Background: an optimization exercise with open tools, aiming at small area. Do not read the settings as production practice. Only simulation tests tie the RTL to the original design; equivalence was not proved. Power and IR drop assume default switching activity.

// esp_frame_rx
module esp_frame_rx (
    input  wire        clk,
    input  wire        rst,
    input  wire        cmd_valid,
    output wire        cmd_ready,
    input  wire [7:0]  cmd_op,
    input  wire [15:0] cmd_n,
    output reg         rsp_valid,
    output reg  [2:0]  rsp_tag,
    output wire [3:0]  rsp_code,
    output reg  [8:0]  rsp_a,
    output reg  [7:0]  rsp_b,
    input  wire [6:0]  rd_idx,
    output wire [7:0]  rd_data,
    output wire        src_rd,
    input  wire [1:0]  src_stat,
    input  wire [7:0]  src_data
);
For scale: ~2100 cells after synthesis, ~1100 flip-flops, about 79 I/O pins, roughly 0.029 mm^2 of cells after synthesis.
export LEC_CHECK = 0
export CAP_MARGIN = 20
export CORE_MARGIN = 2
export CORE_UTILIZATION = 50
export PLACE_DENSITY = 0.65
export SLEW_MARGIN = 20
export SYNTH_HIERARCHICAL = 1
export SYNTH_MINIMUM_KEEP_SIZE = 0
create_clock -name core_clock -period 12.0 [get_ports {clk}]
standard.sh (not shown) runs the stock make flow with config.mk's settings and CLKGATE_MAP_FILE= SYNTH_SCRIPT=/design/flow/synth_recipe.tcl, a recipe that flattens the netlist after the stock synthesis.
==> flow/flow/run.sh <==
#!/bin/bash
# Own flow: the standard layout (standard.sh: the standard synthesis script
# and the ORFS steps to finish) with three options changed:
#  - synthesis maps logic with an area-oriented ABC script (flow/abc_map.script)
#    in place of ORFS's abc_speed.script, which ends with buffering and
#    upsizing; everything else in synthesis, the flip-flops included, is as
#    in the standard synthesis;
#  - port buffers use the smallest buffer cell;
#  - clock tree synthesis uses sink clusters of clkbuf_8 and no dummy loads.
# Each tool's full output stays in the ORFS logs under orfs/logs; make's own
# output goes to layout.log.
set -euo pipefail
here=$(pwd)
mkdir -p scripts
cp -r "$FLOW_HOME/scripts/." scripts/
cp flow/abc_map.script scripts/abc_speed.script
export SCRIPTS_DIR="$here/scripts"
export BUFFER_PORTS_ARGS="-buffer_cell sky130_fd_sc_hd__buf_1"
export CTS_ARGS="-sink_clustering_enable -repair_clock_nets -dont_use_dummy_load -buf_list sky130_fd_sc_hd__clkbuf_8 -sink_clustering_size 18 -sink_clustering_max_diameter 60"
bash standard.sh > layout.log 2>&1
==> flow/flow/abc_map.script <==
&get -n
&st
&syn2
&dch
&nf
&st
&syn2
&dch
&nf
&put
Then changed:
--- a/flow/design.v
+++ b/flow/design.v
@@ -122,70 +122,69 @@
         S_BUF:   rsp_tag <= rsp_code_lo[1] ? T_ERR : T_READY;
         S_SCAN:  rsp_tag <= T_WBLOCK;
         S_BODY:  rsp_tag <= T_WBLOCK;
         S_END:   rsp_tag <= cge ? T_READY : T_WBLOCK;
         S_DROP:  rsp_tag <= T_ERR;
         default: rsp_tag <= T_READY;
         endcase
     end
     reg b_tap, b_ptr;
     reg a_cnt, a_tap, a_8, a_crc, a_ptr, a_roff, a_clr;
-    reg roff_ptr;
     wire [7:0] crc_next = crc8_byte(rsp_a[7:0], tap);
     always @(posedge clk) begin
         b_tap = 1'b0;
         b_ptr = 1'b0;
         a_cnt = 1'b0;
         a_tap = 1'b0;
         a_8   = 1'b0;
         a_crc = 1'b0;
         a_ptr = 1'b0;
         a_roff = 1'b0;
         a_clr = 1'b0;
-        roff_ptr = 1'b0;
         ptr  <= add7(ptr, 7'd0, 1'b1);
         roff <= add7(roff, 7'h7F, 1'b0);
         rsp_valid <= 1'b0;
         if (rst) begin
             state   <= S_IDLE;
             ptr     <= 7'd0;
             count   <= 8'd0;
             faulted <= 1'b0;
         end else begin
             case (state)
             S_IDLE: if (take) begin
                 if (!op_ok || faulted) begin
                     rsp_valid <= 1'b1;
                 end else begin
                     case (cmd_op)
                     OP_BUFFER: begin
                         rsp_code_lo[1] <= 1'b0;
                         state          <= S_BUF;
                     end
                     OP_PEEK: begin
+                        rsp_code_lo[0] <= 1'b0;
                         if (count == 8'd0) begin
                             rsp_valid <= 1'b1;
                             a_cnt = 1'b1;
                         end else
                             state <= S_PEEK;
                     end
                     OP_SLICE: begin
-                        roff_ptr = 1'b1;
-                        rsp_valid <= 1'b1;
-                        a_cnt = 1'b1;
+                        rsp_code_lo[0] <= 1'b1;
+                        state          <= S_PEEK;
                     end
                     OP_DRAIN: begin
                         if (!cge || cmd_n[15:8] != 8'd0) begin
                             rsp_valid <= 1'b1;
                             faulted   <= 1'b1;
                         end else begin
                             count <= csum[7:0];
+                            roff  <= cmd_n[6:0];
                             state <= S_DRAIN;
                         end
                     end
                     default: state <= S_SCAN;    
                     endcase
                 end
             end
             S_BUF: begin
                 if (count[7]) begin
                     rsp_valid <= 1'b1;
@@ -201,22 +200,27 @@
                         count <= csum[7:0];
                     end else begin
                         rsp_valid <= 1'b1;
                         state     <= S_IDLE;
                     end
                 end
             end
             S_PEEK: if (head_at_tap) begin
                 rsp_valid <= 1'b1;
                 state     <= S_IDLE;
-                a_tap = 1'b1;
-                a_8   = 1'b1;
+                if (rsp_code_lo[0]) begin
+                    roff  <= 7'h7F;
+                    a_cnt = 1'b1;
+                end else begin
+                    a_tap = 1'b1;
+                    a_8   = 1'b1;
+                end
             end
             S_DRAIN: begin
                 if (roff == 7'd0) begin
                     rsp_valid <= 1'b1;
                     state     <= S_IDLE;
                 end else
                     ptr <= ptr;
             end
             S_SCAN: begin
                 a_clr = 1'b1;
@@ -283,22 +287,20 @@
                     rsp_valid <= 1'b1;
                     roff      <= 7'd0;
                     ptr       <= ptr;
                     count     <= csum[7:0];
                     state     <= S_IDLE;
                 end
             end
             default: state <= S_IDLE;
             endcase
         end
-        if (take)
-            roff <= roff_ptr ? ~ptr : cmd_n[6:0];
         rsp_b <= ({8{b_tap}} & tap) | ({8{b_ptr}} & {1'b0, ptr}) |
                  ({8{!b_tap && !b_ptr}} & rsp_b);
         rsp_a <= ({9{a_cnt}} & {1'b0, count}) | ({9{a_tap}} & {a_8, tap}) |
                  ({9{a_crc}} & {1'b0, crc_next}) | ({9{a_ptr}} & {2'b00, ptr}) |
                  ({9{a_roff}} & {2'b00, ~roff}) |
                  ({9{!(a_cnt || a_tap || a_crc || a_ptr || a_roff || a_clr)}} & rsp_a);
     end
 endmodule
 module rx_rdport (
     input  wire [6:0]    addr,
Effect: First-iteration DRC count goes up by 1.3%; cell count rose by 0.36%; setup slack gets worse by 0.54 ns; final area barely changes; combinational power stays flat; global-route usage hardly moves; critical path depth does not change; hold slack loses 0.020 ns; wire length barely changes; fmax fell by 4.9%; non-clock buffer count came out lower by 4; utilization stays flat; clock-buffer cell count does not change; die area is higher by 0.38%.

## afterwards: timing with drivers on the ports
The flow's constraints put no driver on any port. The routed layouts listed below were extracted and timed again, unchanged, in two steps. Step 1 sets driving cells, clkbuf_16 on the clock port and buf_2 on the other inputs (assumed; they add their load-dependent delay and slew). Step 2 moves the port delays by t, midway between the first and last clock arrival at a register: inputs arrive t later, outputs are due t later. That takes back most of the time a late clock gives input paths. a / b / c = no drivers / after step 1 / after step 2; a / b = the first two.
run | t (ns) | slack for setup (ns) | hold WS [ns] | cell pins on the clock port's net
the first run | 0.701 | 1.492 / 1.464 / 1.464 | 0.303 / 0.303 / 0.303 | 1
the second run | 0.698 | 0.954 / 0.930 / 0.930 | 0.283 / 0.283 / 0.283 | 1
After both steps every run listed still meets setup and hold. For the first run, which loses most, drivers alone change the setup slack by -0.028 ns; drivers and shift together by -0.028 ns.
